What follows belongs to an exercise in optimizing a design on an open flow for small area, a short achievable clock period and few clock cycles per item; a production flow would make more cautious choices.
At most, simulation tests tie the RTL to the original design; equivalence was not proved.
For runs 1 to 7, only the layout was checked, not whether the RTL still works.
No activity file was given, so power comes from the tool's default toggle rates.

**flow/design.v**
```verilog
module k7ce (
    input  wire        clk,
    input  wire        rst,         
    input  wire        cmd_valid,
    output reg         cmd_ready,
    input  wire [15:0] cmd_word,
    output reg         out_valid,
    input  wire        out_ready,
    output reg  [7:0]  out_byte,
    output wire [1:0]  st,
    output wire [7:0]  err,
    output wire        fault
);
    localparam KEY_MAX = 256;
    localparam WPORTS  = 16;    
    localparam [1:0] S_IDLE  = 2'd0,
                     S_RUN   = 2'd1,
                     S_FAULT = 2'd2;
    reg [1:0] state;
    reg [7:0] err_r;
    reg       mode;         
    reg [4:0] shift5;       
    reg       shbad;        
    reg [7:0] seed;
    reg       seedz;        
    reg [7:0] taps;
    reg       tapbad;
    reg       kempty;       
    reg       keyovf;
    reg       keybad;
    reg [7:0] wpos;         
    reg [7:0] p0n;          
    reg [7:0] qp;           
    reg       wok;          
    reg       kfull;        
    reg       do_push, do_data, do_start;
    reg       pwait;        
    reg [7:0] arg_r;        
    reg [7:0] ks_r;         
    reg [5*KEY_MAX-1:0] ring;
    reg [4:0] tap;          
    reg [7:0] lfsr;
    reg       v1, v2;
    reg [7:0] b1, b2;
    assign st    = state;
    assign err   = err_r;
    assign fault = state[1];
    wire take = cmd_valid & cmd_ready;
    wire [7:0] op  = cmd_word[15:8];
    wire [7:0] arg = cmd_word[7:0];
    wire arg0  = (arg == 8'h00);
    wire is_keypush  = (op == 8'h01);
    wire is_setshift = (op == 8'h02);
    wire is_setseed  = (op == 8'h03);
    wire is_tapadd   = (op == 8'h04);
    wire is_start    = (op[7:1] == 7'h04) & arg0;
    wire is_data     = (op == 8'h0A);
    wire is_end      = (op == 8'h0B) & arg0;
    wire is_rst      = (op == 8'h0F) & arg0;
    wire is_param = is_keypush | is_setshift | is_setseed | is_tapadd;
    wire legal    = is_param | is_start | is_data | is_end | is_rst;
    function is_alpha(input [7:0] c);
        is_alpha = (c >= 8'h41 && c <= 8'h5A) || (c >= 8'h61 && c <= 8'h7A);
    endfunction
    wire pstore  = do_push & ~kfull & wok;
    wire [7:0] vflags = {2'b00,
                         tapbad,
                         seedz,
                         shbad,
                         keyovf | (do_push & kfull),
                         keybad | (pstore & ~is_alpha(arg_r)),
                         kempty & ~do_push};
    wire s_idle  = (state == S_IDLE);
    wire s_run   = (state == S_RUN);
    wire s_fault = state[1];
    wire ex_idle = take & ~rst & ~is_rst & s_idle;
    wire ex_run  = take & ~rst & ~is_rst & s_run;
    wire clr = rst | (take & is_rst) | (ex_run & is_end);
    always @(posedge clk) begin
        if (clr) begin
            state  <= S_IDLE;
            err_r  <= 8'h00;
        end else if (take & ~s_fault) begin
            if (!legal) begin
                state <= S_FAULT;
                err_r <= 8'h80;
            end else if (s_idle) begin
                if (is_start) begin
                    if (vflags != 8'h00) begin
                        state <= S_FAULT;
                        err_r <= vflags;
                    end else begin
                        state <= S_RUN;
                    end
                end else if (!is_param) begin
                    state <= S_FAULT;
                    err_r <= 8'h40;
                end
            end else begin
                if (!is_data) begin
                    state <= S_FAULT;
                    err_r <= 8'h40;
                end
            end
        end
    end
    always @(posedge clk) begin
        if (clr) begin
            shbad  <= 1'b1;
            seedz  <= 1'b1;
            taps   <= 8'h00;
            tapbad <= 1'b0;
        end else if (ex_idle) begin
            if (is_setshift)
                shbad <= (arg == 8'd0) || (arg > 8'd25);
            if (is_setseed)
                seedz <= arg0;
            if (is_tapadd) begin
                if (arg[7:3] == 5'd0)
                    taps <= taps | (8'd1 << arg[2:0]);
                else
                    tapbad <= 1'b1;
            end
        end
    end
    always @(posedge clk) begin
        if (ex_idle & is_setshift)
            shift5 <= arg[4:0];
        if (ex_idle & is_setseed)
            seed <= arg;
        if (ex_idle & is_start)
            mode <= op[0];
    end
    wire do_push_n  = ~rst & (pwait | (ex_idle & is_keypush));
    wire do_data_n  = ~rst & ex_run & is_data;
    wire [7:0] soff = mode ? 8'd2 - {3'b000, shift5} : {3'b000, shift5} - 8'd1;
    wire [7:0] ks   = {lfsr[0], lfsr[1], lfsr[2], lfsr[3],
                       lfsr[4], lfsr[5], lfsr[6], lfsr[7]};
    wire       rrun = s_run & mode;
    always @(posedge clk) begin
        ks_r <= ks;
        if (!pwait)
            arg_r <= (rrun ? (arg ^ ks) : arg) + (s_run ? soff : 8'd0);
        do_push  <= do_push_n;
        do_data  <= do_data_n;
        do_start <= ~rst & ex_idle & is_start & (vflags == 8'h00);
    end
    integer i;
    always @(posedge clk) begin
        ring <= {ring[5*KEY_MAX-6:0], ring[5*KEY_MAX-1 -: 5]};
        for (i = 0; i < WPORTS; i = i + 1)
            if (pstore && wpos == i)
                ring[5*i +: 5] <= arg_r[4:0];
    end
    wire [4:0] rd   = ring[5*qp +: 5];
    wire       wrap = (qp == wpos);    
    wire       ld   = do_start | do_data;
    always @(posedge clk) begin
        p0n <= (pstore & kempty) ? 8'd1 : p0n + 8'd1;
        if (ld)
            tap <= rd ^ {5{mode}};
        if (ex_idle & is_start)
            qp <= (pstore & kempty) ? 8'd0 : p0n;
        else if (ld)
            qp <= wrap ? p0n : qp;
        else
            qp <= qp + 8'd1;
    end
    wire       kempty_n = clr | (kempty & ~pstore);
    wire [7:0] wpos_n   = clr ? 8'd0 : (kempty | pstore) ? wpos : wpos + 8'd1;
    wire [7:0] p0n_n    = (pstore & kempty) ? 8'd1 : p0n + 8'd1;
    wire       wok_n    = (wpos_n < WPORTS);
    wire [7:0] wpos_c   = (kempty | pstore) ? wpos : wpos + 8'd1;
    wire       wok_c    = (wpos_c < WPORTS);   
    wire       kfull_n  = ~kempty_n & (wpos_n == p0n_n);
    always @(posedge clk) begin
        kempty <= kempty_n;
        wpos   <= wpos_n;
        wok    <= wok_n;
        kfull  <= kfull_n;
        pwait  <= do_push_n & ~kfull_n & ~wok_n;
        if (clr) begin
            keyovf <= 1'b0;
            keybad <= 1'b0;
        end else begin
            if (do_push & kfull)
                keyovf <= 1'b1;
            if (pstore & ~is_alpha(arg_r))
                keybad <= 1'b1;
        end
    end
    reg [7:0] u;
    reg [7:0] uc;
    reg [7:0] w;
    reg [7:0] lfsr_next;
    integer   j, k, q;
    always @(*) begin
        uc = 8'd1;
        for (j = 1; j < 8; j = j + 1) begin
            uc[j] = 1'b0;
            for (q = 0; q < j; q = q + 1)
                uc[j] = uc[j] ^ (taps[q] & uc[j-1-q]);
        end
        for (j = 0; j < 8; j = j + 1) begin
            w[j] = 1'b0;
            for (k = j; k < 8; k = k + 1)
                w[j] = w[j] ^ (taps[7+j-k] & lfsr[k]);
        end
        for (j = 0; j < 8; j = j + 1) begin
            lfsr_next[j] = 1'b0;
            for (k = 0; k <= j; k = k + 1)
                lfsr_next[j] = lfsr_next[j] ^ (u[j-k] & w[k]);
        end
    end
    always @(posedge clk)
        u <= uc;
    always @(posedge clk) begin
        if (ex_idle & is_start)
            lfsr <= seed;
        else if (ex_run & is_data)
            lfsr <= lfsr_next;
    end
    wire [7:0] ysum = arg_r + {{3{mode}}, tap};
    wire [7:0] y    = mode ? ysum : (ysum ^ ks_r);
    wire pop = out_valid & out_ready;
    wire       q0v = pop ? v1 : out_valid;
    wire       q1v = pop ? v2 : v1;
    wire       q2v = pop ? 1'b0 : v2;
    wire [7:0] q0b = pop ? b1 : out_byte;
    wire [7:0] q1b = pop ? b2 : b1;
    wire v1_n = ~rst & (q1v | (q0v & do_data));
    wire v2_n = ~rst & (q2v | (q1v & do_data));
    always @(posedge clk) begin
        out_valid <= ~rst & (q0v | do_data);
        v1        <= v1_n;
        v2        <= v2_n;
        out_byte  <= q0v ? q0b : y;
        b1        <= q1v ? q1b : y;
        b2        <= q2v ? b2  : y;
        cmd_ready <= ~(v2_n | (v1_n & take & s_run) |
                       ((pwait | (take & s_idle)) & ~wok_c));
    end
endmodule
```
**flow/config.mk**
```make
export PLATFORM = sky130hd
export DESIGN_NAME = k7ce
export DESIGN_NICKNAME = k7ce
export VERILOG_FILES = /design/flow/design.v
export SDC_FILE = /design/flow/constraint.sdc
export NUM_CORES = 4
export LEC_CHECK = 0
export CAP_MARGIN = 20
export CORE_MARGIN = 2
export CORE_UTILIZATION = 60
export CTS_CLUSTER_DIAMETER = 100
export CTS_CLUSTER_SIZE = 22
export PLACE_DENSITY = 0.75
export SETUP_SLACK_MARGIN = 5
export SLEW_MARGIN = 20
```
**flow/run.sh**
```bash
#!/bin/bash
# synth_recipe.tcl (not shown) runs the flow's synth.tcl, then flattens the netlist and writes it again
# the make line also repeats each setting of config.mk as NAME=value (left out here)
make -C /OpenROAD-flow-scripts/flow DESIGN_CONFIG=/design/flow/config.mk WORK_HOME=/design/flow/orfs CLKGATE_MAP_FILE= SYNTH_SCRIPT=/design/flow/synth_recipe.tcl finish
```
**flow/constraint.sdc**
```tcl
create_clock -name core_clock -period 8.0 [get_ports {clk}]
set_input_delay 1.6000 -clock core_clock [delete_from_list [all_inputs] [get_ports {clk}]]
set_output_delay 1.6000 -clock core_clock [all_outputs]
set_load 0.01 [all_outputs]
```
==> results.cfg, run 1 <==
[synth]
synth_edf_count = 67
dominantRegCellSynth = dfxtp_1
ys_seq_area_frac = 0.633
synth_top_area_frac = 0.589
syn_area_per_cell_sq_um = 14.4
yosysTopAreaCell = dfxtp_1
post-synth-top-count-cell = dfxtp_1
ys_warn_count = 1
ys_top_cells_by_area = dfxtp_1 (59%), mux4_2 (6.1%), mux2i_1 (5.5%)
async_flop_share = 0
synth_seq_cells = 1412
synth_commonest_cells = dfxtp_1 (1345), mux2i_1 (250), nand2_1 (130)
synth_cell_types = 80
syn-cell-area_sq_um = 45700
syn-instance-count = 3175
synth_fp_nets = 3222

[finish]
layout-drive-gt1-share = 0.182
insertedDiodeCount = 0
design_area_sq_um = 50800
nets = 3321
fin_cells = 4268
nFillCells = 5104
area_growth_pct = 11.2

[pwr]
swShare = 0.283
combPwrFrac = 0.185
power.switching_mw = 3.87
seq_power_share = 0.527
p_int_mw = 9.82
p_per_area_nw_per_um2 = 270
peakVddDrop_uv = 187
p_leak_nw = 20.9
pwr-share-clk = 0.288

[clock_tree]
holdBufCountCts = 0
clk_latency_ns = 0.66
cts_tree = yes
cts_buffers = 74
cts.htree.levels = 3
clock_path_buffers = 3
clkSlewWorstSetupHoldPaths_ns = 0.09
root_buffer = clkbuf_16
cts_sinks = 1412

[sta]
final.min_clock_period_ns = 3.17
finalCritPeriodShare = 0.396
max_freq_mhz = 315
setup_violations = 0
worst_pin_slew_ns = 0.915
skew_ns = 0.0353
slew_headroom = 0.385
timing_hold_violations_final = 0
finalSetupTns_ns = 0
slew_violations = 0
rsz0062_at_grt = true

[place]
place_congestion = 0.874
post-dp-hpwl_mm = 57.4
placedInstanceArea_sq_um = 46300
post-place-cells = 4045
port_buffers = 40

[global_route]
grt_first_pass_wirelength_mm = 160
grt_pass1_vias = 27000
track_usage = 0.265
antenna_found_initial = 0
grt_overflow = 0
grt_max_degree = 65

[setup_path]
required_ns = 8.52
crit_slowest_cell = or4_4
end_kind = flop
cp.buffers_inverters = 2
path_cells = clkdlybuf4s15_1, nand3_2, o41ai_4, buf_6, nor2_2, xor2_1, or4_4, a211oi_4, nor4_1
cpPeakStageDelay_ns = 0.43
path_max_fanout = 8
worstPathArrival_ns = 3.69
criticalPathCategory = input pin to flop
startpoint_type = input pin
critPathTopFamily = simple AND/OR/NAND/NOR gates

[detailed_routing]
routedWlPerCell_microns = 24.7
wl_mm = 105
routed_via_density = 6.13
drc_errors = 0
drt_iter0_markers = 1944
vias = 26100
drtPass1Iterations = 5
antenna_left = 0

[floorplan]
die_area_sq_um = 78400
start_util = 0.603
row_count = 101
die_w_microns = 280
core_area_sq_um = 75700
die_h_microns = 280
ios = 41

[run]
maxCapViolCount = 0

[status]
status = timing/DRC/antenna clean

[min_path]
hp-class = flop to flop
-- registers in the layout, summed over array words and instances, names as in the netlist, 8 cells and up --
signal and flops:
seed 8, err_r 8, p0n 8, ring 1280, out_byte 8, qp 8
taps 8, b2 8, b1 8, arg_r 8, lfsr 8, ks_r 8
wpos 8
-- per-stage QoR --
step	hold slack [ns]	setup slack, ns	utilization	power [mW]
CTS	0.334	4.86	0.660	13.6
global placement	0.326	3.27	0.612	9.34
global route	0.336	4.75	0.671	14.1
finish	0.324	4.83	0.671	13.7
floorplan	0.323	4.44	-	8.69
detailed placement	0.328	3.11	0.612	9.37
-- cells in the final DEF, fill, tap and decap left out, drive strengths merged, types with 14 or more instances in the layout --
master	synthesis	layout
dfxtp	1345	1345
mux2i	250	250
mux4	214	214
buf	90	148
nand2	130	130
nor2	110	110
xnor2	98	98
clkbuf	85	96
mux2	93	93
a21oi	86	86
o22ai	80	80
o221ai	68	68
edfxtp	67	67
nor3	62	62
o21ai	39	39
nand3	39	39
nor4	37	37
xor2	32	32
inv	26	30
a211oi	30	30
ha	25	25
dlygate4sd2	0	24
nor2b	20	20
nand2b	11	14
-- routing by layer --
metal	share of wire	track usage
met1	0.43	0.354
met2	0.49	0.446
met3	0.055	0.0377
met4	0.031	0.0875
met5	0	0
-- power groups by stage --
| stage | sequential [mW] | clock [mW] | combinational, mW |
|---|---|---|---|
| finish | 7.21 | 3.95 | 2.53 |
| global route | 7.22 | 4.24 | 2.62 |
| CTS | 7.22 | 3.98 | 2.38 |
| detailed placement | 7.42 | 0 | 1.95 |
| global placement | 7.41 | 0 | 1.93 |
| floorplan | 7.37 | 0 | 1.32 |
-- logic make-up after synthesis --
kind of cell / after synthesis / share of synthesized area
compound gates: 361 / 0.0548
xor+xnor: 136 / 0.0279
fa+ha+maj: 27 / 0.00772
buf+inv: 201 / 0.0335
flops: 1412 / 0.633
mux: 557 / 0.191
simple gates: 481 / 0.0521
-- repair_timing --
action,4_1_cts,5_1_grt
setup buffers,46,48
cloned,30,7
setup endpoints to repair,111,55
resized for setup,198,65
pin swaps,31,38
-- worst paths after layout --
check                            startpoint    endpoint  slack (ns)  cells after the start
worst min-delay path             ring[1177]  ring[1182]        0.32                      0
worst min register to register   ring[1177]  ring[1182]        0.32                      0
worst max-delay path            cmd_word[8]       pwait        4.83                      9
worst max register to register        qp[0]      tap[3]        4.83                     12
-- area by class of cell --
class / instances / area [sq um] / share of cell area
repair inverters: 1 / 8.76 / 0.000172
multi-input cells: 1565 / 15900 / 0.312
repair buffers: 194 / 2580 / 0.0508
clock inverters: 6 / 87.6 / 0.00172
clock buffers: 86 / 1960 / 0.0386
flip-flops and latches: 1412 / 28900 / 0.570
well taps: 978 / 1220 / 0.0241
inverters: 26 / 120 / 0.00237
==> run 2: changes to the inputs <==
--- a/flow/design.v
+++ b/flow/design.v
@@ -160,3 +160,3 @@
         if (ld)
-            tap <= rd ^ {5{mode}};
+            tap <= rd;
         if (ex_idle & is_start)
@@ -222,3 +222,3 @@
     end
-    wire [7:0] ysum = arg_r + {{3{mode}}, tap};
+    wire [7:0] ysum = arg_r + {{3{mode}}, tap ^ {5{mode}}};
     wire [7:0] y    = mode ? ysum : (ysum ^ ks_r);
==> results.cfg, run 2 <==
[status]
status = timing/DRC/antenna clean

[detailed_routing]
routed_via_density = 5.84
wl_mm = 83.9
vias = 22200
highest_layer = met5
wl_met1_mm = 37.6
drc_errors = 0
drt_iter0_markers = 1653
wl_met2_mm = 41.3
routedWlPerCell_microns = 22.0
routed-wl-met3_mm = 3.29
drtPass1Iterations = 7
antenna_left = 0

[finish]
insertedDiodeCount = 0
area_growth_pct = 10.6
nets = 2883
final_common_cell = dfxtp_1
nFillCells = 4815
multi_input_area_sq_um = 14800
final_cell_mix = dfxtp_1 (1342), mux4_2 (400), nand2_1 (145), xnor2_1 (85), mux2_2 (81)
largest-register = ring
layout-drive-gt1-share = 0.254
largest_reg_flops = 1280
seqCellArea_sq_um = 28900
fin_util = 0.670

[synth]
synth_edf_count = 67
synth_seq_cells = 1412
syn-cell-area_sq_um = 44100
synth_cell_types = 54
dominantRegCellSynth = dfxtp_1
synth_fp_nets = 2820
async_flop_share = 0
yosysTopAreaCell = dfxtp_1
ys_warn_count = 1
post-synth-top-count-cell = dfxtp_1
synth_commonest_cells = dfxtp_1 (1345), mux4_2 (400), nand2_1 (146)
syn-instance-count = 2773
synth_top_area_frac = 0.610
ys_top_cells_by_area = dfxtp_1 (61%), mux4_2 (20%), edfxtp_1 (4.6%)
ys_seq_area_frac = 0.656
syn_area_per_cell_sq_um = 15.9

[floorplan]
core_area_sq_um = 72800
row_count = 99
die_h_microns = 275
ios = 41
die_area_sq_um = 75700
die_w_microns = 275
start_util = 0.606

[global_route]
track_usage = 0.226
grt_overflow = 0
grt_first_pass_wirelength_mm = 134
grt_max_degree = 86
grt_pass1_vias = 23700
antenna_found_initial = 2

[min_path]
min_from = ring[936]
hp-class = flop to flop
holdPathStages = 0
hold_path_end = ring[941]

[clock_tree]
clk_latency_ns = 0.63
root_buffer = clkbuf_16
clock_path_buffers = 3
clkSlewWorstSetupHoldPaths_ns = 0.10
cts_sinks = 1412
cts.htree.levels = 3
holdBufCountCts = 0
cts_tree = yes
cts_buffers = 74

[sta]
max_freq_mhz = 327
finalSetupTns_ns = 0
finalCritPeriodShare = 0.382
timing_hold_violations_final = 0
worst_pin_slew_ns = 0.962
slew_headroom = 0.359
setup_violations = 0
finalWorstSetupSlack_ns = 4.94
whs_ns = 0.337
rsz0062_at_grt = true
slew_violations = 0
final.min_clock_period_ns = 3.06
skew_ns = 0.0310

[pwr]
peakVddDrop_uv = 255
p_leak_nw = 18.2
p_total_mw = 11.6
p_per_area_nw_per_um2 = 238

[setup_path]
cp.buffers_inverters = 3
crit_slowest_cell = mux4_2
path_cells = buf_12, buf_6, buf_16, mux4_2, mux4_2, mux4_2, nand3b_1, nand3_2
cpMostUsedCell = mux4_2
worst-r2r-setup-slack_ns = 4.94
end_kind = flop
cpPeakStageDelay_ns = 0.56
required_ns = 8.36
startpoint_type = flop
timing.rr.start = qp[0]
criticalPathCategory = flop to flop
r2r_end = tap[1]
worstPathArrival_ns = 3.42
reg2regPathDepth = 8
critPathTopFamily = multiplexers
path_max_fanout = 11

[place]
port_buffers = 40
place_congestion = 0.901
post-dp-hpwl_mm = 49.0
preCtsSetupSlack_ns = 3.27

[run]
maxCapViolCount = 0
## run 2: cell count changes in the layout (fill, tap and decap cells not counted), moves of 16 or more
| cell | change |
|---|---|
| nor2_1 | -21 |
| a211oi_1 | -16 |
| a21oi_1 | -40 |
| nor4_1 | -18 |
| mux2i_1 | -221 |
| mux4_2 | +271 |
| o22ai_1 | -62 |
| buf_4 | -53 |
| mux4_1 | -85 |
| nand2_1 | +22 |
| o221ai_1 | -61 |
| nor3_1 | -46 |
## run 2: logic make-up after synthesis
logic type,synth area share
and+or+nand+nor,0.0382
muxes,0.232
buffers and inverters,0.0180
DFF,0.656
xor gates and xnor gates,0.0281
AOI/OAI and AO/OA,0.0200
adders and majority gates,0.00800
## run 2: worst max-delay path by stage
| stage | start | endpoint | slack (ns) | cells past startpoint |
|---|---|---|---|---|
| 6_report | qp[0] | tap[1] | 4.94 | 8 |
| 5_1_grt | qp[0] | tap[1] | 4.91 | 8 |
| 4_1_cts | cmd_word[13] | pwait | 4.87 | 10 |
| 3_5_place_dp | cmd_word[0] | pwait | 3.27 | 10 |
| 3_3_place_gp | cmd_word[0] | pwait | 3.41 | 10 |
| 2_1_floorplan | cmd_word[14] | pwait | 4.71 | 8 |
## run 2: cell type report
cell class / instances / share of cell area
sequential: 1412 / 0.593
multi-input combinational: 1190 / 0.303
clock buffer: 86 / 0.0393
timing repair buffer: 126 / 0.0370
tap: 959 / 0.0246
inverter: 32 / 0.00251
clock inverter: 3 / 0.00100
## run 2: stage by stage
step | cell area [sq um] | instances
floorplan | 44300 | 2773
global placement | 45400 | 3650
detailed placement | 45400 | 3651
CTS | 48500 | 3792
global route | 48800 | 3808
finish | 48800 | 3808
## run 2: per-layer routing
layer	vias to the layer above	track usage
li1	10100	-
met1	11500	0.319
met2	493	0.377
met3	117	0.0269
met4	2	0.0612
met5	-	0
## run 2: worst reg2reg max path, stage by stage, from the launching register on
cell      delay (ns)
edfxtp_1        0.39
buf_12          0.15
buf_6           0.19
buf_16          0.17
mux4_2          0.54
mux4_2          0.51
mux4_2          0.56
nand3b_1        0.14
nand3_2         0.13
## run 2: timing repair
item / 4_1_cts / 5_1_grt
gates resized for setup: 149 / 67
endpoints found under the setup margin: 113 / 78
setup buffers: 30 / 12
pin swaps: 16 / 20
cloned: 22 / 4
## run 2: where the power goes
part           leakage [nW]  switching, mW  internal (mW)  total (mW)
Combinational          5.75          0.413          0.229       0.642
Clock                 0.961           2.11           1.71        3.82
Sequential             11.5         0.0398           7.12        7.16
Total                  18.2           2.56           9.06        11.6
==> run 3: changes to the inputs <==
--- a/flow/design.v
+++ b/flow/design.v
@@ -42,4 +42,4 @@
     reg [7:0] lfsr;
-    reg       v1, v2;
-    reg [7:0] b1, b2;
+    reg       v1;
+    reg [7:0] b1;
     assign st    = state;
@@ -134,3 +134,6 @@
     wire do_push_n  = ~rst & (pwait | (ex_idle & is_keypush));
-    wire do_data_n  = ~rst & ex_run & is_data;
+    wire pop   = out_valid & out_ready;
+    wire stall = do_data & v1 & ~pop;
+    wire go    = do_data & ~stall;
+    wire do_data_n  = ~rst & (stall | (ex_run & is_data));
     wire [7:0] soff = mode ? 8'd2 - {3'b000, shift5} : {3'b000, shift5} - 8'd1;
@@ -140,4 +143,5 @@
     always @(posedge clk) begin
-        ks_r <= ks;
-        if (!pwait)
+        if (!stall)
+            ks_r <= ks;
+        if (!pwait && !stall)
             arg_r <= (rrun ? (arg ^ ks) : arg) + (s_run ? soff : 8'd0);
@@ -156,3 +160,3 @@
     wire       wrap = (qp == wpos);    
-    wire       ld   = do_start | do_data;
+    wire       ld   = do_start | go;
     always @(posedge clk) begin
@@ -224,18 +228,12 @@
     wire [7:0] y    = mode ? ysum : (ysum ^ ks_r);
-    wire pop = out_valid & out_ready;
     wire       q0v = pop ? v1 : out_valid;
-    wire       q1v = pop ? v2 : v1;
-    wire       q2v = pop ? 1'b0 : v2;
+    wire       q1v = pop ? 1'b0 : v1;
     wire [7:0] q0b = pop ? b1 : out_byte;
-    wire [7:0] q1b = pop ? b2 : b1;
-    wire v1_n = ~rst & (q1v | (q0v & do_data));
-    wire v2_n = ~rst & (q2v | (q1v & do_data));
-    always @(posedge clk) begin
-        out_valid <= ~rst & (q0v | do_data);
+    wire v1_n = ~rst & (q1v | (q0v & go));
+    always @(posedge clk) begin
+        out_valid <= ~rst & (q0v | go);
         v1        <= v1_n;
-        v2        <= v2_n;
         out_byte  <= q0v ? q0b : y;
-        b1        <= q1v ? q1b : y;
-        b2        <= q2v ? b2  : y;
-        cmd_ready <= ~(v2_n | (v1_n & take & s_run) |
+        b1        <= q1v ? b1  : y;
+        cmd_ready <= ~((v1_n & (stall | (take & s_run))) |
                        ((pwait | (take & s_idle)) & ~wok_c));
==> results.cfg, run 3 <==
[detailed_routing]
vias = 22100
wl_met1_mm = 37.9
routed-wl-met3_mm = 3.42
drt_iter0_markers = 1668
routedWlPerCell_microns = 22.0
antenna_left = 0
wl_mm = 83.4
routed_via_density = 5.83
drtPass1Iterations = 5
wl_met2_mm = 40.1
drc_errors = 0
highest_layer = met4

[place]
place_congestion = 0.866
post-dp-hpwl_mm = 48.2
post-place-cells = 3632
port_buffers = 40
preCtsSetupSlack_ns = 3.61

[floorplan]
die_h_microns = 274
core_area_sq_um = 72700
die_area_sq_um = 75300
ios = 41
start_util = 0.603
die_w_microns = 274
row_count = 99

[pwr]
peakVddDrop_uv = 236
swShare = 0.242
p_leak_nw = 18.1
seq_power_share = 0.589
power.switching_mw = 2.94
p_int_mw = 9.20
p_per_area_nw_per_um2 = 251
pwr-share-clk = 0.310
combPwrFrac = 0.101

[clock_tree]
clock_path_buffers = 3
cts_tree = yes
holdBufCountCts = 0
cts.htree.levels = 3
cts_buffers = 73
cts_sinks = 1403
root_buffer = clkbuf_16
clk_latency_ns = 0.64
clkSlewWorstSetupHoldPaths_ns = 0.09

[sta]
slew_violations = 0
final.min_clock_period_ns = 3.27
finalWorstSetupSlack_ns = 4.73
worst_pin_slew_ns = 1.02
slew_headroom = 0.322
finalCritPeriodShare = 0.409
rsz0062_at_grt = true
timing_hold_violations_final = 0
finalSetupTns_ns = 0
skew_ns = 0.0273
whs_ns = 0.340
setup_violations = 0
max_freq_mhz = 306

[global_route]
grt_overflow = 0
grt_first_pass_wirelength_mm = 131
track_usage = 0.222
antenna_found_initial = 0
grt_pass1_vias = 23300
grt_max_degree = 76

[finish]
final_cell_mix = dfxtp_1 (1334), mux4_2 (398), nand2_1 (140), xnor2_1 (96), nor2_1 (81)
layout-drive-gt1-share = 0.251
final_common_cell = dfxtp_1
nFillCells = 4859
area_growth_pct = 10.4
insertedDiodeCount = 0
seqCellArea_sq_um = 28800
fin_util = 0.666
fin_cells = 3795
nets = 2873
multi_input_area_sq_um = 14600
largest-register = ring
largest_reg_flops = 1280

[synth]
ys_top_cells_by_area = dfxtp_1 (61%), mux4_2 (20%), edfxtp_1 (4.6%)
syn-instance-count = 2760
syn_area_per_cell_sq_um = 15.9
synth_fp_nets = 2807
ys_warn_count = 1
synth_cell_types = 61
synth_commonest_cells = dfxtp_1 (1336), mux4_2 (398), nand2_1 (143)
syn-cell-area_sq_um = 43900
post-synth-top-count-cell = dfxtp_1
dominantRegCellSynth = dfxtp_1
ys_seq_area_frac = 0.656
yosysTopAreaCell = dfxtp_1
synth_seq_cells = 1403
async_flop_share = 0
synth_edf_count = 67
synth_top_area_frac = 0.610

[setup_path]
cpMostUsedCell = mux4_2
startpoint_type = flop
required_ns = 8.37
cpPeakStageDelay_ns = 0.50
critPathTopFamily = multiplexers
cp.buffers_inverters = 6
crit_slowest_cell = mux4_2
path_cells = buf_12, buf_16, buf_4, clkbuf_16, buf_4, buf_12, mux4_2, mux4_2, mux2i_2, mux4_2, o21ai_4
worstPathArrival_ns = 3.64
end_kind = flop
criticalPathCategory = flop to flop
path_max_fanout = 8

[min_path]
hp-class = flop to flop

[run]
maxCapViolCount = 0

[status]
status = timing/DRC/antenna clean
run 3: cell types whose count changed after synthesis, moves of 4 or more:
cell | before | now
clkbuf_1 | 70 | 65
xnor2_1 | 87 | 98
a21oi_1 | 48 | 56
mux2_2 | 81 | 73
nor2b_1 | 24 | 14
o2111ai_1 | 0 | 4
xor2_1 | 39 | 31
a31oi_1 | 7 | 16
a22oi_1 | 11 | 7
nand4_1 | 4 | 8
buf_2 | 31 | 48
buf_1 | 19 | 14
dfxtp_1 | 1345 | 1336
nor4_1 | 13 | 6
run 3: per-stage QoR:
stage,power [mW],cell area [sq um]
finish,12.1,48400
detailed placement,8.48,45000
global placement,8.48,45000
floorplan,8.08,44000
CTS,12.2,47900
global route,12.5,48400
run 3: final cells by class:
class / instances / share of cell area
Clock inverter: 4 / 0.00101
Clock buffer: 81 / 0.0383
Timing Repair Buffer: 135 / 0.0379
Tap cell: 959 / 0.0248
Inverter: 36 / 0.00300
Multi-Input combinational cell: 1177 / 0.301
Sequential cell: 1403 / 0.594
run 3: worst paths after layout:
path / slack, ns / cells after the start / startpoint / endpoint
min reg2reg: 0.34 / 0 / ring[759] / ring[764]
max reg2reg: 4.73 / 11 / qp[0] / tap[3]
max: 4.73 / 11 / qp[0] / tap[3]
min: 0.34 / 0 / ring[759] / ring[764]
run 3: kinds of logic (layout without fill, tap and decap cells):
logic type	after synthesis	count (layout)	synth area share
fa+ha+maj	28	28	0.00827
xor+xnor	136	136	0.0293
flops	1403	1403	0.656
buf+inv	182	256	0.0191
compound gates	157	158	0.0215
simple gates	353	354	0.0364
mux	501	501	0.230
run 3: routing by layer:
layer  global-route usage  vias up
met1                0.316    11400
met3               0.0317      130
met5                    0        -
li1                     -    10100
met2                0.362      501
met4               0.0592        0
run 3: what timing repair did:
item,CTS,global route
pin swaps,17,24
resized for setup,127,45
setup buffers,18,35
hold endpoints to repair,0,0
cloned,18,7
setup endpoints to repair,108,61
run 3: power by group through the flow:
stage / Combinational, mW / Clock (mW) / Sequential [mW]
4_1_cts: 1.20 / 3.83 / 7.15
3_3_place_gp: 1.17 / 0 / 7.31
3_5_place_dp: 1.17 / 0 / 7.32
2_1_floorplan: 0.787 / 0 / 7.30
6_report: 1.22 / 3.76 / 7.15
5_1_grt: 1.29 / 4.09 / 7.16
==> run 4: changes to the inputs <==
--- a/flow/design.v
+++ b/flow/design.v
@@ -130,3 +130,3 @@
             seed <= arg;
-        if (ex_idle & is_start)
+        if (s_idle)
             mode <= op[0];
@@ -165,3 +165,3 @@
             tap <= rd;
-        if (ex_idle & is_start)
+        if (s_idle)
             qp <= (pstore & kempty) ? 8'd0 : p0n;
@@ -221,3 +221,3 @@
     always @(posedge clk) begin
-        if (ex_idle & is_start)
+        if (s_idle)
             lfsr <= seed;
==> results.cfg, run 4 <==
[clock_tree]
cts_tree = yes
cts.htree.levels = 3
clock_path_buffers = 3
root_buffer = clkbuf_16
clkSlewWorstSetupHoldPaths_ns = 0.10
cts_buffers = 73
cts_sinks = 1403
clk_latency_ns = 0.65

[setup_path]
criticalPathCategory = flop to flop
cp-startpoint = qp[0]
worst-r2r-setup-slack_ns = 4.89
startpoint_type = flop
path_cells = buf_6, buf_12, buf_16, buf_8, mux4_2, mux4_2, mux4_2, nor2b_4, a211oi_2, a21oi_2
required_ns = 8.38
path_max_fanout = 4
timing.rr.start = qp[0]
cpPeakStageDelay_ns = 0.54
cp.buffers_inverters = 4
cp.depth = 10
critPathTopFamily = multiplexers
worstPathArrival_ns = 3.49
r2r_end = tap[1]
end_kind = flop
cp-endpoint = tap[1]
reg2regPathDepth = 10
cpMostUsedCell = mux4_2
crit_slowest_cell = mux4_2

[sta]
final.min_clock_period_ns = 3.11
slew_violations = 0
worst_pin_slew_ns = 0.923
finalCritPeriodShare = 0.389
whs_ns = 0.336
rsz0062_at_grt = true
timing_hold_violations_final = 0
skew_ns = 0.0284
max_freq_mhz = 321
finalSetupTns_ns = 0
finalWorstSetupSlack_ns = 4.89
slew_headroom = 0.384
setup_violations = 0

[synth]
synth_commonest_cells = dfxtp_1 (1336), mux4_2 (415), nand2_1 (135)
syn_area_per_cell_sq_um = 16.2
ys_top_cells_by_area = dfxtp_1 (61%), mux4_2 (21%), edfxtp_1 (4.6%)
synth_fp_nets = 2740
synth_edf_count = 67
synth_seq_cells = 1403
async_flop_share = 0
post-synth-top-count-cell = dfxtp_1
synth_top_area_frac = 0.613
syn-instance-count = 2693
ys_warn_count = 1
syn-cell-area_sq_um = 43600
yosysTopAreaCell = dfxtp_1
ys_seq_area_frac = 0.659
synth_cell_types = 53
dominantRegCellSynth = dfxtp_1

[detailed_routing]
routed_via_density = 5.79
antenna_left = 0
drc_errors = 0
drt_iter0_markers = 1552
wl_mm = 81.9
vias = 21600
drtPass1Iterations = 5
routedWlPerCell_microns = 21.9

[finish]
insertedDiodeCount = 0
nFillCells = 4692
fin_cells = 3738
largest-register = ring
fin_util = 0.676
largest_reg_flops = 1280
final_common_cell = dfxtp_1
area_growth_pct = 11.2
final_cell_mix = dfxtp_1 (1333), mux4_2 (415), nand2_1 (132), xnor2_1 (95), clkbuf_16 (85)
nets = 2819
layout-drive-gt1-share = 0.261

[pwr]
p_per_area_nw_per_um2 = 260
peakVddDrop_uv = 225
p_leak_nw = 17.8

[floorplan]
die_h_microns = 274
row_count = 98
die_area_sq_um = 74900
die_w_microns = 274
start_util = 0.608
core_area_sq_um = 71700
ios = 41

[min_path]
holdPathStages = 0
min_from = ring[541]
hp-class = flop to flop

[global_route]
grt_max_degree = 83
track_usage = 0.221
grt_overflow = 0
antenna_found_initial = 0
grt_first_pass_wirelength_mm = 130
grt_pass1_vias = 23200

[place]
post-dp-hpwl_mm = 44.9
place_congestion = 0.844
preCtsSetupSlack_ns = 3.51
port_buffers = 40
post-place-cells = 3565

[run]
maxCapViolCount = 0

[status]
status = timing/DRC/antenna clean
run 4: kinds of logic after synthesis:
group / Yosys count / share of synthesized area
flops: 1403 / 0.659
mux: 504 / 0.237
buf+inv: 167 / 0.0167
simple gates: 331 / 0.0341
compound gates: 127 / 0.0171
xor+xnor: 134 / 0.0282
fa+ha+maj: 27 / 0.00809
run 4: stage by stage:
step	cell area [sq um]	total power [mW]
4_1_cts	48000	12.6
6_report	48500	12.6
2_1_floorplan	43800	8.30
3_5_place_dp	44900	8.70
3_3_place_gp	44900	8.69
5_1_grt	48500	13.0
run 4: repair_timing:
item	4_1_cts	5_1_grt
hold buffers	0	0
endpoints found under the setup margin	82	40
resized for setup	107	50
buffers inserted	27	21
pin swaps	12	20
gates cloned	24	10
run 4: layer usage:
metal  global-route usage  part of all wire  vias to the layer above  routed length [microns]
li1                     -                 -                     9922                        -
met1                0.311              0.45                    11200                    37000
met2                0.365              0.49                      380                    40400
met3               0.0323             0.039                       91                     3180
met4               0.0546             0.016                        0                     1340
met5                    0                 0                        -                        0
run 4: final cells by class:
type / count / area, sq um / share of cell area
repair buffers: 136 / 2000 / 0.0411
clock inverters: 5 / 78.8 / 0.00162
well taps: 950 / 1190 / 0.0245
flip-flops and latches: 1403 / 28800 / 0.593
multi-input cells: 1124 / 14400 / 0.297
clock buffers: 86 / 1940 / 0.0400
inverters: 34 / 130 / 0.00268
run 4: worst reg2reg max path: stages, from the launching register on:
cell	delay [ns]
edfxtp_1	0.42
buf_6	0.15
buf_12	0.12
buf_16	0.14
buf_8	0.13
mux4_2	0.43
mux4_2	0.54
mux4_2	0.47
nor2b_4	0.14
a211oi_2	0.23
a21oi_2	0.08
run 4: worst min path at each step:
| stage | to | slack, ns |
|---|---|---|
| floorplan | ring[1015] | 0.33 |
| global placement | ring[462] | 0.33 |
| detailed placement | ring[376] | 0.33 |
| CTS | ring[1212] | 0.33 |
| global route | ring[1163] | 0.35 |
| finish | ring[546] | 0.34 |
run 4: report_power, final:
group	total (mW)	internal [mW]	switching [mW]
logic	1.54	0.654	0.891
clock network	3.85	1.73	2.12
registers	7.20	7.12	0.0834
==> run 5: changes to the inputs <==
--- a/flow/design.v
+++ b/flow/design.v
@@ -23,3 +23,2 @@
     reg       shbad;        
-    reg [7:0] seed;
     reg       seedz;        
@@ -128,4 +127,2 @@
             shift5 <= arg[4:0];
-        if (ex_idle & is_setseed)
-            seed <= arg;
         if (s_idle)
@@ -221,4 +218,4 @@
     always @(posedge clk) begin
-        if (s_idle)
-            lfsr <= seed;
+        if (ex_idle & is_setseed)
+            lfsr <= arg;
         else if (ex_run & is_data)
==> results.cfg, run 5 <==
[global_route]
track_usage = 0.235
met2_usage = 0.391
grt_pass1_vias = 23900
use_met1 = 0.332
grt_first_pass_wirelength_mm = 137
antenna_found_initial = 0
gr-usage-met3 = 0.0293
grt_max_degree = 89
top_usage_layer = met2
grt_overflow = 0

[synth]
syn-instance-count = 2726
dominantRegCellSynth = dfxtp_1
yosysTopAreaCell = dfxtp_1
async_flop_share = 0
ys_warn_count = 1
ys_top_cells_by_area = dfxtp_1 (61%), mux4_2 (21%), edfxtp_1 (4.1%)
syn_area_per_cell_sq_um = 16.0
synth_commonest_cells = dfxtp_1 (1336), mux4_2 (406), nand2_1 (150)
synth_fp_nets = 2773
synth_cell_types = 58
syn-cell-area_sq_um = 43500
synth_top_area_frac = 0.615
synth_edf_count = 59
synth_seq_cells = 1395
post-synth-top-count-cell = dfxtp_1
ys_seq_area_frac = 0.655

[setup_path]
required_ns = 8.35
crit_slowest_cell = mux4_2
criticalPathCategory = flop to flop
cpMostUsedCell = mux4_2
cpPeakStageDelay_ns = 0.58
r2r_end = tap[0]
path_cells = buf_6, buf_12, buf_16, buf_8, buf_16, mux4_2, mux4_2, mux4_2, mux2i_1, a21oi_2
startpoint_type = flop
path_max_fanout = 8
worst-r2r-setup-slack_ns = 4.84
cp-startpoint = qp[0]
worstPathArrival_ns = 3.51
timing.rr.start = qp[0]
reg2regPathDepth = 10
end_kind = flop

[status]
status = timing/DRC/antenna clean

[sta]
rsz0062_at_grt = true
finalCritPeriodShare = 0.395
skew_ns = 0.0216
worst_pin_slew_ns = 1.18
slew_violations = 0
max_freq_mhz = 316
finalSetupTns_ns = 0
whs_ns = 0.336
final.min_clock_period_ns = 3.16
timing_hold_violations_final = 0
setup_violations = 0
slew_headroom = 0.211

[finish]
area_growth_pct = 12.3
largest-register = ring
fin_cells = 3782
largest_reg_flops = 1280
insertedDiodeCount = 0
nets = 2866
final_common_cell = dfxtp_1
fin_util = 0.682
final_cell_mix = dfxtp_1 (1333), mux4_2 (406), nand2_1 (145), xnor2_1 (89), clkbuf_16 (76)
layout-drive-gt1-share = 0.268

[detailed_routing]
wl_mm = 85.6
vias = 22200
drc_errors = 0
drt_iter0_markers = 1545
drtPass1Iterations = 5
routedWlPerCell_microns = 22.6
routed_via_density = 5.86
antenna_left = 0

[pwr]
p_leak_nw = 18.1
peakVddDrop_uv = 232
p_per_area_nw_per_um2 = 258
p_total_mw = 12.6

[min_path]
min_from = ring[500]
holdPathStages = 0
hp-class = flop to flop
hold_path_end = ring[505]

[floorplan]
core_area_sq_um = 71600
die_w_microns = 273
start_util = 0.608
ios = 41
row_count = 98
die_area_sq_um = 74700
die_h_microns = 273

[run]
maxCapViolCount = 0

[place]
place_congestion = 0.846
post-place-cells = 3596
port_buffers = 40
post-dp-hpwl_mm = 47.0

[clock_tree]
root_buffer = clkbuf_16
cts.htree.levels = 3
cts_sinks = 1395
clk_latency_ns = 0.65
cts_buffers = 73
clock_path_buffers = 3
cts_tree = yes
clkSlewWorstSetupHoldPaths_ns = 0.09
holdBufCountCts = 0
-- run 5: cell types whose count changed after synthesis, moves of 5 or more --
cell | before | now
nand3_1 | 36 | 31
edfxtp_1 | 67 | 59
mux4_2 | 415 | 406
o22ai_1 | 2 | 9
buf_4 | 7 | 13
xnor2_1 | 97 | 92
nand2_1 | 135 | 150
and2_1 | 3 | 8
and3_1 | 4 | 9
o21ai_0 | 37 | 54
-- run 5: power breakdown --
group          switching (mW)  total, mW  internal [mW]
clock                    2.11       3.82           1.70
combinational           0.951       1.64          0.692
sequential             0.0791       7.14           7.06
-- run 5: cell type report --
| type | instances | area, sq um |
|---|---|---|
| clock buffer | 84 | 1910 |
| fill | 4652 | 22700 |
| tap | 950 | 1190 |
| multi-input combinational | 1166 | 14700 |
| inverter | 33 | 130 |
| timing repair buffer | 150 | 2340 |
| clock inverter | 4 | 42.5 |
| sequential | 1395 | 28500 |
-- run 5: what timing repair did --
| item | CTS | global route |
|---|---|---|
| pin swaps | 20 | 26 |
| buffers inserted | 41 | 21 |
| endpoints found under the setup margin | 106 | 53 |
| resized for setup | 162 | 50 |
| gates cloned | 34 | 2 |
-- run 5: cells by family (layout without fill, tap and decap cells) --
| family | after synthesis | after routing | share of synthesized area |
|---|---|---|---|
| muxes | 499 | 499 | 0.234 |
| buffers and inverters | 168 | 271 | 0.0173 |
| adders and majority gates | 27 | 27 | 0.00811 |
| and+or+nand+nor | 349 | 350 | 0.0365 |
| AOI/OAI and AO/OA | 160 | 162 | 0.0216 |
| DFF | 1395 | 1395 | 0.655 |
| xor gates and xnor gates | 128 | 128 | 0.0277 |
-- run 5: worst max-delay path by stage --
stage	to	slack [ns]	cells past startpoint
final	tap[0]	4.84	10
after global routing	tap[0]	4.75	10
after CTS	tap[0]	4.80	10
after detailed placement	kfull	2.93	9
after global placement	kfull	3.01	9
after floorplan	kfull	4.41	9
-- run 5: stage by stage --
step           setup WS, ns  cell area [sq um]
5_1_grt                4.75              48900
6_report               4.84              48900
3_3_place_gp           3.01              44800
4_1_cts                4.80              48400
2_1_floorplan          4.41              43700
3_5_place_dp           2.93              44800
-- run 5: routing by layer --
layer / wire length, microns / vias up
li1: - / 10100
met1: 38300 / 11500
met2: 42300 / 446
met3: 3060 / 116
met4: 1900 / 0
met5: 0 / -
-- run 5: critical path, delay by kind of cell (launching register included) --
kind | cells | cell delay (ns)
flip-flops | 1 | 0.38
AO/OA/AOI/OAI | 1 | 0.09
multiplexers | 4 | 1.68
buffers and inverters | 5 | 0.69
==> run 6: changes to the inputs <==
--- a/flow/config.mk
+++ b/flow/config.mk
@@ -9,6 +9,6 @@
 export CORE_MARGIN = 2
-export CORE_UTILIZATION = 60
+export CORE_UTILIZATION = 70
 export CTS_CLUSTER_DIAMETER = 100
 export CTS_CLUSTER_SIZE = 22
-export PLACE_DENSITY = 0.75
+export PLACE_DENSITY = 0.85
 export SETUP_SLACK_MARGIN = 5
==> results.cfg, run 6 <==
[finish]
fin_cells = 3657
largest_reg_flops = 1280
nets = 2850
final_common_cell = dfxtp_1
multi_input_area_sq_um = 14600
largest-register = ring
insertedDiodeCount = 0
layout-drive-gt1-share = 0.258
area_growth_pct = 11.1
nFillCells = 3116
final_cell_mix = dfxtp_1 (1333), mux4_2 (406), nand2_1 (145), xnor2_1 (90), clkbuf_16 (86)
seqCellArea_sq_um = 28500
design_area_sq_um = 48300

[synth]
syn_area_per_cell_sq_um = 16.0
syn-instance-count = 2726
yosysTopAreaCell = dfxtp_1
synth_fp_nets = 2773
syn-cell-area_sq_um = 43500
post-synth-top-count-cell = dfxtp_1
synth_cell_types = 58
async_flop_share = 0
synth_edf_count = 59
synth_top_area_frac = 0.615
ys_seq_area_frac = 0.655
synth_commonest_cells = dfxtp_1 (1336), mux4_2 (406), nand2_1 (150)
ys_warn_count = 1
ys_top_cells_by_area = dfxtp_1 (61%), mux4_2 (21%), edfxtp_1 (4.1%)
synth_seq_cells = 1395
dominantRegCellSynth = dfxtp_1

[floorplan]
die_w_microns = 253
core_area_sq_um = 61600
start_util = 0.707
row_count = 91
ios = 41
die_h_microns = 253
die_area_sq_um = 64200

[setup_path]
crit_slowest_cell = mux4_2
worstPathArrival_ns = 3.64
cp-startpoint = qp[0]
path_cells = buf_4, buf_12, buf_16, clkbuf_16, mux4_2, mux4_2, mux4_2, o22ai_2, o22ai_1
cpPeakStageDelay_ns = 0.54
timing.rr.start = qp[0]
path_max_fanout = 7
end_kind = flop
startpoint_type = flop
cpMostUsedCell = mux4_2
required_ns = 8.39
worst-r2r-setup-slack_ns = 4.75
cp-endpoint = tap[3]
criticalPathCategory = flop to flop
r2r_end = tap[3]
reg2regPathDepth = 9

[clock_tree]
cts_sinks = 1395
root_buffer = clkbuf_16
holdBufCountCts = 0
cts_tree = yes
clock_path_buffers = 3
cts_buffers = 73
clk_latency_ns = 0.66
cts.htree.levels = 3
clkSlewWorstSetupHoldPaths_ns = 0.10

[global_route]
track_usage = 0.297
grt_first_pass_wirelength_mm = 145
antenna_found_initial = 0
grt_pass1_vias = 24500
grt_overflow = 0
grt_max_degree = 74

[pwr]
peakVddDrop_uv = 217
p_leak_nw = 17.9
p_total_mw = 12.7
p_per_area_nw_per_um2 = 262

[sta]
worst_pin_slew_ns = 1.29
whs_ns = 0.336
finalSetupTns_ns = 0
final.min_clock_period_ns = 3.25
timing_hold_violations_final = 0
max_freq_mhz = 308
slew_violations = 0
rsz0062_at_grt = true
finalCritPeriodShare = 0.406
setup_violations = 0
slew_headroom = 0.138
skew_ns = 0.0313

[detailed_routing]
drc_errors = 0
routedWlPerCell_microns = 26.9
vias = 23300
drt_iter0_markers = 1932
drtPass1Iterations = 6
wl_mm = 98.2
antenna_left = 0
routed_via_density = 6.37

[status]
status = timing/DRC/antenna clean

[min_path]
hp-class = flop to flop

[place]
port_buffers = 40
place_congestion = 0.897
post-place-cells = 3486
post-dp-hpwl_mm = 48.1
placedInstanceArea_sq_um = 44600

[run]
maxCapViolCount = 0
[run 6: per-layer routing]
metal  vias to the layer above  GRT usage  share of wire
met2                       866      0.508           0.52
met4                         0      0.104          0.041
met1                     12100      0.393           0.39
li1                      10100          -              -
met3                       262     0.0429          0.047
met5                         -          0              0
[run 6: where the power goes]
| group | internal, mW | switching (mW) | total, mW | leakage (nW) |
|---|---|---|---|---|
| Combinational | 0.640 | 0.940 | 1.58 | 5.53 |
| Clock | 1.72 | 2.21 | 3.93 | 0.977 |
| Sequential | 7.06 | 0.0918 | 7.15 | 11.4 |
[run 6: how the worst min path moves through the flow]
| stage | from | end | slack [ns] | cells after the start |
|---|---|---|---|---|
| 4_1_cts | ring[610] | ring[615] | 0.34 | 0 |
| 5_1_grt | ring[610] | ring[615] | 0.34 | 0 |
| 6_report | ring[610] | ring[615] | 0.34 | 0 |
| 2_1_floorplan | ring[1010] | ring[1015] | 0.33 | 0 |
| 3_5_place_dp | ring[814] | ring[819] | 0.33 | 0 |
| 3_3_place_gp | ring[415] | ring[420] | 0.33 | 0 |
[run 6: through the flow]
step	setup slack [ns]	utilization
final	4.75	0.785
after global routing	4.70	0.785
after CTS	4.77	0.774
after detailed placement	3.43	0.725
after global placement	3.52	0.725
after floorplan	4.41	-
[run 6: cells by family (layout without fill, tap and decap cells)]
group | after synthesis | after routing | share of synthesized area
AO/OA/AOI/OAI | 160 | 160 | 0.0216
XOR/XNOR | 128 | 128 | 0.0277
adder cells (fa/ha/maj) | 27 | 27 | 0.00811
buffers and inverters | 168 | 262 | 0.0173
flip-flops | 1395 | 1395 | 0.655
multiplexers | 499 | 499 | 0.234
AND/OR/NAND/NOR | 349 | 349 | 0.0365
[run 6: layout make-up]
cell class | instances | share of cell area
multi-input cells | 1163 | 0.302
flip-flops and latches | 1395 | 0.590
inverters | 33 | 0.00269
clock inverters | 6 | 0.00171
well taps | 837 | 0.0217
clock buffers | 86 | 0.0397
repair buffers | 137 | 0.0423
[run 6: worst max-delay path: cells and delay by family (launching register included)]
kind,cells,cell delay (ns)
compound gates,2,0.41
buf+inv,4,0.62
flops,1,0.36
mux,3,1.58
[run 6: what timing repair did]
item | in CTS | in global routing
setup endpoints to repair | 106 | 64
setup buffers | 33 | 15
pin swaps | 13 | 9
resized for setup | 138 | 48
cloned | 17 | 14
==> run 7: changes to the inputs <==
--- a/flow/design.v
+++ b/flow/design.v
@@ -23,2 +23,3 @@
     reg       shbad;        
+    reg [7:0] seed;
     reg       seedz;        
@@ -127,2 +128,4 @@
             shift5 <= arg[4:0];
+        if (ex_idle & is_setseed)
+            seed <= arg;
         if (s_idle)
@@ -218,4 +221,4 @@
     always @(posedge clk) begin
-        if (ex_idle & is_setseed)
-            lfsr <= arg;
+        if (s_idle)
+            lfsr <= seed;
         else if (ex_run & is_data)
==> results.cfg, run 7 <==
[clock_tree]
root_buffer = clkbuf_16
cts.htree.levels = 3
cts_buffers = 73
holdBufCountCts = 0
cts_tree = yes
clock_path_buffers = 3
clk_latency_ns = 0.68
cts_sinks = 1403
clkSlewWorstSetupHoldPaths_ns = 0.09

[min_path]
min_from = ring[92]
hold_path_end = ring[97]
hp-class = flop to flop
holdPathStages = 0

[sta]
final.min_clock_period_ns = 3.22
finalCritPeriodShare = 0.402
worst_pin_slew_ns = 0.882
slew_violations = 0
slew_headroom = 0.410
finalSetupTns_ns = 0
finalWorstSetupSlack_ns = 4.78
rsz0062_at_grt = true
max_freq_mhz = 311
timing_hold_violations_final = 0
setup_violations = 0
skew_ns = 0.0504

[setup_path]
startpoint_type = flop
path_max_fanout = 14
r2r_end = tap[3]
worst-r2r-setup-slack_ns = 4.78
reg2regPathDepth = 9
crit_slowest_cell = mux4_2
cpPeakStageDelay_ns = 0.53
required_ns = 8.37
end_kind = flop
criticalPathCategory = flop to flop
timing.rr.start = qp[0]
cpMostUsedCell = mux4_2
path_cells = buf_6, buf_16, mux4_2, mux4_2, nor2b_1, a211oi_2, a21oi_1, a21oi_2, mux2i_1
worstPathArrival_ns = 3.58

[detailed_routing]
drtPass1Iterations = 6
antenna_left = 0
routedWlPerCell_microns = 26.2
drc_errors = 0
drt_iter0_markers = 1846
wl_mm = 94.5
vias = 22600
routed_via_density = 6.26

[global_route]
grt_pass1_vias = 24500
antenna_found_initial = 1
met2_usage = 0.516
grt_overflow = 0
use_met1 = 0.389
track_usage = 0.300
grt_first_pass_wirelength_mm = 146
gr-usage-met3 = 0.0394
top_usage_layer = met2
grt_max_degree = 93

[finish]
fin_util = 0.780
nets = 2802
area_growth_pct = 10.3
final_common_cell = dfxtp_1
largest_reg_flops = 1280
fin_cells = 3611
nFillCells = 3249
seqCellArea_sq_um = 28800
final_cell_mix = dfxtp_1 (1334), mux4_2 (415), nand2_1 (132), xnor2_1 (95), clkbuf_16 (77)
multi_input_area_sq_um = 14400
largest-register = ring
layout-drive-gt1-share = 0.255

[pwr]
power.switching_mw = 3.19
combPwrFrac = 0.118
swShare = 0.252
pwr-share-clk = 0.312
p_int_mw = 9.45
seq_power_share = 0.570
p_per_area_nw_per_um2 = 263
p_leak_nw = 17.7
p_total_mw = 12.6
peakVddDrop_uv = 296

[place]
preCtsSetupSlack_ns = 3.53
port_buffers = 40
place_congestion = 0.868
post-place-cells = 3451
post-dp-hpwl_mm = 45.9

[floorplan]
core_area_sq_um = 61700
die_w_microns = 254
start_util = 0.707
die_h_microns = 254
row_count = 91
die_area_sq_um = 64300
ios = 41

[synth]
async_flop_share = 0
dominantRegCellSynth = dfxtp_1
ys_seq_area_frac = 0.659
syn-cell-area_sq_um = 43600
ys_warn_count = 1
syn_area_per_cell_sq_um = 16.2
synth_commonest_cells = dfxtp_1 (1336), mux4_2 (415), nand2_1 (135)
syn-instance-count = 2693
synth_cell_types = 53
synth_seq_cells = 1403
synth_edf_count = 67
synth_top_area_frac = 0.613
post-synth-top-count-cell = dfxtp_1
ys_top_cells_by_area = dfxtp_1 (61%), mux4_2 (21%), edfxtp_1 (4.6%)
synth_fp_nets = 2740
yosysTopAreaCell = dfxtp_1

[status]
status = timing/DRC/antenna clean

[run]
maxCapViolCount = 0
==> run 7: cell types whose count changed in the layout (fill, tap and decap cells not counted), sizes merged, moves of 4 or more <==
| cell | change |
|---|---|
| nand3 | +5 |
| xnor2 | +5 |
| o21ai | -17 |
| and2 | -6 |
| clkbuf | -7 |
| dlymetal6s2s | +4 |
| nand2 | -15 |
| and3 | -5 |
| mux4 | +9 |
| edfxtp | +8 |
| o22ai | -7 |
| buf | -14 |
==> run 7: cell families after synthesis <==
family | count (synthesis) | share of synthesized area
fa+ha+maj | 27 | 0.00809
xor+xnor | 134 | 0.0282
mux | 504 | 0.237
flops | 1403 | 0.659
simple gates | 331 | 0.0341
compound gates | 127 | 0.0171
buf+inv | 167 | 0.0167
==> run 7: through the flow <==
stage | hold WS [ns] | instance area [sq um]
after global placement | 0.330 | 44800
after floorplan | 0.326 | 43800
final | 0.323 | 48100
after detailed placement | 0.331 | 44800
after CTS | 0.328 | 47800
after global routing | 0.333 | 48100
==> run 7: power by group through the flow <==
stage          clock network, mW  registers (mW)  logic, mW
2_1_floorplan                  0            7.32      0.976
3_3_place_gp                   0            7.37       1.30
3_5_place_dp                   0            7.38       1.31
4_1_cts                     3.92            7.20       1.46
5_1_grt                     4.21            7.21       1.56
6_report                    3.95            7.21       1.49
==> run 7: worst max path at each step <==
stage,from,endpoint,cells after the start,slack [ns]
after detailed placement,cmd_word[5],pwait,9,3.53
after CTS,qp[0],tap[3],9,4.84
after floorplan,cmd_word[0],pwait,10,4.78
final,qp[0],tap[3],9,4.78
after global routing,qp[0],tap[3],9,4.71
after global placement,cmd_word[5],pwait,9,3.59
==> run 7: per-layer routing <==
metal  wire (microns)  share of wire
met1            37500           0.40
met2            48800           0.52
met3             4640          0.049
met4             3480          0.037
met5               13        0.00014
==> run 7: final cells by class <==
type                            instances  area share
Sequential cell                      1403       0.598
Multi-Input combinational cell       1124       0.300
Clock buffer                           88      0.0400
Timing Repair Buffer                  119      0.0360
Tap cell                              837      0.0218
Inverter                               34     0.00265
Clock inverter                          5     0.00166
Antenna cell                            1   0.0000520
==> run 7: worst max-delay path, delay by kind of cell (launching register included) <==
| family | cells | cell delay, ns |
|---|---|---|
| compound gates | 3 | 0.64 |
| mux | 3 | 1.22 |
| flops | 1 | 0.42 |
| simple gates | 1 | 0.22 |
| buf+inv | 2 | 0.41 |
==> run 7: timing repair <==
| item | in CTS | in global routing |
|---|---|---|
| resized for setup | 94 | 37 |
| setup buffers | 28 | 15 |
| pin swaps | 14 | 14 |
| setup endpoints to repair | 81 | 44 |
| gates cloned | 21 | 2 |
==> run 8: changes to the inputs <==
--- a/flow/design.v
+++ b/flow/design.v
@@ -23,3 +23,2 @@
     reg       shbad;        
-    reg [7:0] seed;
     reg       seedz;        
@@ -33,2 +32,3 @@
     reg [7:0] qp;           
+    reg [1:0] qpn;          
     reg       wok;          
@@ -128,4 +128,2 @@
             shift5 <= arg[4:0];
-        if (ex_idle & is_setseed)
-            seed <= arg;
         if (s_idle)
@@ -158,5 +156,27 @@
     end
-    wire [4:0] rd   = ring[5*qp +: 5];
+    reg  [5*KEY_MAX/4-1:0] lvl1;
+    integer g;
+    always @(*) begin
+        for (g = 0; g < KEY_MAX/4; g = g + 1)
+            if (g % 2 == 0)
+                case (qp[1:0])
+                    2'd0: lvl1[5*g +: 5] = ring[5*(4*g+0) +: 5];
+                    2'd1: lvl1[5*g +: 5] = ring[5*(4*g+1) +: 5];
+                    2'd2: lvl1[5*g +: 5] = ring[5*(4*g+2) +: 5];
+                    default: lvl1[5*g +: 5] = ring[5*(4*g+3) +: 5];
+                endcase
+            else
+                case (qpn)
+                    2'd3: lvl1[5*g +: 5] = ring[5*(4*g+0) +: 5];
+                    2'd2: lvl1[5*g +: 5] = ring[5*(4*g+1) +: 5];
+                    2'd1: lvl1[5*g +: 5] = ring[5*(4*g+2) +: 5];
+                    default: lvl1[5*g +: 5] = ring[5*(4*g+3) +: 5];
+                endcase
+    end
+    wire [4:0] rd   = lvl1[5*qp[7:2] +: 5];
     wire       wrap = (qp == wpos);    
     wire       ld   = do_start | go;
+    wire [7:0] qp_n = s_idle ? ((pstore & kempty) ? 8'd0 : p0n) :
+                      ld     ? (wrap ? p0n : qp) :
+                               qp + 8'd1;
     always @(posedge clk) begin
@@ -165,8 +185,4 @@
             tap <= rd;
-        if (s_idle)
-            qp <= (pstore & kempty) ? 8'd0 : p0n;
-        else if (ld)
-            qp <= wrap ? p0n : qp;
-        else
-            qp <= qp + 8'd1;
+        qp  <= qp_n;
+        qpn <= ~qp_n[1:0];
     end
@@ -221,4 +237,4 @@
     always @(posedge clk) begin
-        if (s_idle)
-            lfsr <= seed;
+        if (ex_idle & is_setseed)
+            lfsr <= arg;
         else if (ex_run & is_data)
--- a/flow/config.mk
+++ b/flow/config.mk
@@ -9,6 +9,6 @@
 export CORE_MARGIN = 2
-export CORE_UTILIZATION = 70
+export CORE_UTILIZATION = 60
 export CTS_CLUSTER_DIAMETER = 100
-export CTS_CLUSTER_SIZE = 22
-export PLACE_DENSITY = 0.85
+export CTS_CLUSTER_SIZE = 26
+export PLACE_DENSITY = 0.75
 export SETUP_SLACK_MARGIN = 5
==> results.cfg, run 8 <==
[finish]
final_common_cell = dfxtp_1
area_growth_pct = 9.10
layout-drive-gt1-share = 0.156
final_cell_mix = dfxtp_1 (1333), nand2_1 (269), mux4_2 (193), a222oi_1 (141), nor2_1 (112)
nets = 3265
fin_cells = 4178
largest_reg_flops = 1280
largest-register = ring
design_area_sq_um = 47600
fin_util = 0.663

[clock_tree]
cts.htree.levels = 2
clk_latency_ns = 0.68
clkSlewWorstSetupHoldPaths_ns = 0.10
cts_buffers = 59
clock_path_buffers = 3
root_buffer = clkbuf_16
cts_sinks = 1397
cts_tree = yes

[setup_path]
path_max_fanout = 80
required_ns = 8.50
criticalPathCategory = flop to flop
end_kind = flop
worstPathArrival_ns = 3.55
worst-r2r-setup-slack_ns = 4.95
reg2regPathDepth = 10
startpoint_type = flop

[global_route]
grt_max_degree = 81
grt_pass1_vias = 26800
track_usage = 0.272
antenna_found_initial = 2
grt_overflow = 0
grt_first_pass_wirelength_mm = 157

[sta]
slew_violations = 0
worst_pin_slew_ns = 0.911
finalWorstSetupSlack_ns = 4.95
timing_hold_violations_final = 0
finalCritPeriodShare = 0.381
rsz0062_at_grt = true
skew_ns = 0.0221
slew_headroom = 0.393
setup_violations = 0
finalSetupTns_ns = 0
final.min_clock_period_ns = 3.05
max_freq_mhz = 328
whs_ns = 0.342

[detailed_routing]
routed_via_density = 6.26
wl_mm = 104
drc_errors = 0
drtPass1Iterations = 7
drt_iter0_markers = 3228
antenna_left = 0
vias = 26100
routedWlPerCell_microns = 24.8

[min_path]
holdPathStages = 0
hp-class = flop to flop

[floorplan]
row_count = 98
core_area_sq_um = 71700
die_w_microns = 274
start_util = 0.608
ios = 41
die_h_microns = 274
die_area_sq_um = 74800

[synth]
synth_fp_nets = 3272
ys_warn_count = 1
ys_seq_area_frac = 0.654
synth_commonest_cells = dfxtp_1 (1340), nand2_1 (272), mux4_2 (193)
yosysTopAreaCell = dfxtp_1
synth_top_area_frac = 0.615
dominantRegCellSynth = dfxtp_1
synth_seq_cells = 1397
syn-instance-count = 3222
synth_edf_count = 57
syn-cell-area_sq_um = 43600
synth_cell_types = 77
syn_area_per_cell_sq_um = 13.5
post-synth-top-count-cell = dfxtp_1
async_flop_share = 0
ys_top_cells_by_area = dfxtp_1 (62%), mux4_2 (10%), edfxtp_1 (3.9%)

[pwr]
peakVddDrop_uv = 195
p_total_mw = 13.2
p_per_area_nw_per_um2 = 278
p_leak_nw = 18.0

[status]
status = timing/DRC/antenna clean

[place]
placedInstanceArea_sq_um = 44600
post-dp-hpwl_mm = 57.0
port_buffers = 40
place_congestion = 0.874
post-place-cells = 4035
preCtsSetupSlack_ns = 3.53

[run]
maxCapViolCount = 0
run 8: changes by cell type in the layout (fill, tap and decap cells not counted), sizes merged, moves of 17 or more:
cell,change
mux4,-222
mux2,+19
clkbuf,-17
a222oi,+141
nor2,+33
a22oi,+45
nand2,+137
o21ai,+48
a21oi,+58
mux2i,+53
run 8: metal layers:
| metal | wire, microns | track usage | up-vias |
|---|---|---|---|
| met4 | 3310 | 0.0955 | 0 |
| met5 | 0 | 0 | - |
| met1 | 44200 | 0.374 | 13300 |
| met3 | 6710 | 0.0369 | 194 |
| li1 | - | - | 11700 |
| met2 | 49400 | 0.444 | 1020 |
run 8: cells by family (layout without fill, tap and decap cells):
kind of cell	Yosys count	count (layout)	share of synthesized area
flops	1397	1397	0.654
buf+inv	254	258	0.0269
fa+ha+maj	30	30	0.00895
simple gates	537	537	0.0537
compound gates	516	516	0.0877
xor+xnor	134	134	0.0290
mux	354	354	0.139
other cells	0	2	0
run 8: area by class of cell:
type                       instances  area [sq um]
fill                            4905         24200
inverter                          47           196
sequential                      1397         28600
clock inverter                     4          57.6
clock buffer                      68          1510
multi-input combinational       1571         14200
timing repair buffer             139          1840
tap                              950          1190
antenna                            2          5.00
run 8: power breakdown:
part / switching [mW] / total [mW] / internal, mW
Combinational: 1.67 / 2.65 / 0.973
Clock: 2.05 / 3.40 / 1.35
Sequential: 0.0862 / 7.16 / 7.07
run 8: worst max-delay path: stages (launching register included):
cell      delay (ns)
dfxtp_4         0.38
inv_1           0.16
ha_4            0.28
buf_16          0.45
a222oi_1        0.17
nand2_1         0.10
nand2_1         0.06
mux4_2          0.45
o21ai_1         0.43
o211ai_1        0.16
a32oi_1         0.21
run 8: path summary, 6_finish.rpt:
check,endpoint,startpoint
worst min-delay path,ring[201],ring[196]
worst max-delay path,tap[3],qp[0]
worst max register to register,tap[3],qp[0]
worst min register to register,ring[201],ring[196]
run 8: repair_timing:
| item | in CTS | in global routing |
|---|---|---|
| setup buffers | 34 | 20 |
| endpoints found under the setup margin | 89 | 59 |
| cloned | 10 | 5 |
| gates resized for setup | 109 | 56 |
| pin swaps | 13 | 24 |
| hold buffers | 0 | 0 |
Testbench counts of run 8, summed over its fixed seeds: cycles 65,243, bytes 28,492.

## afterwards: timing with drivers on the ports
The results above use ideal ports. As a check the final layouts listed here were re-extracted and re-timed, cells and wires unchanged.
Step 1 (the two cells are an assumption about what drives the block):
set clk [get_ports {clk}]
set_driving_cell -lib_cell sky130_fd_sc_hd__clkbuf_16 $clk
set_driving_cell -lib_cell sky130_fd_sc_hd__buf_2 [delete_from_list [all_inputs] $clk]
Step 2 also shifts input and output timing later by t, the mid clock arrival at the registers, as if the neighbouring blocks saw the same clock.
Slacks: ideal / step 1 / step 2; pairs: ideal / step 1.
run	shift t [ns]	slack for setup (ns)	hold slack, ns
run 1	0.712	4.828 / 4.833 / 4.152	0.324 / 0.324 / 0.324
run 2	0.680	4.940 / 4.940 / 4.324	0.337 / 0.337 / 0.337
run 3	0.691	4.728 / 4.728 / 4.370	0.340 / 0.340 / 0.340
run 4	0.695	4.887 / 4.887 / 4.397	0.336 / 0.336 / 0.336
run 5	0.699	4.837 / 4.837 / 4.319	0.336 / 0.336 / 0.336
run 6	0.714	4.754 / 4.754 / 4.155	0.336 / 0.336 / 0.336
run 7	0.712	4.784 / 4.784 / 4.369	0.323 / 0.323 / 0.323
run 8	0.740	4.954 / 4.933 / 4.324	0.342 / 0.342 / 0.342
After both steps every run listed still meets setup and hold. For run 1, which loses most, drivers alone change the setup slack by +0.005 ns; drivers and shift together by -0.676 ns.
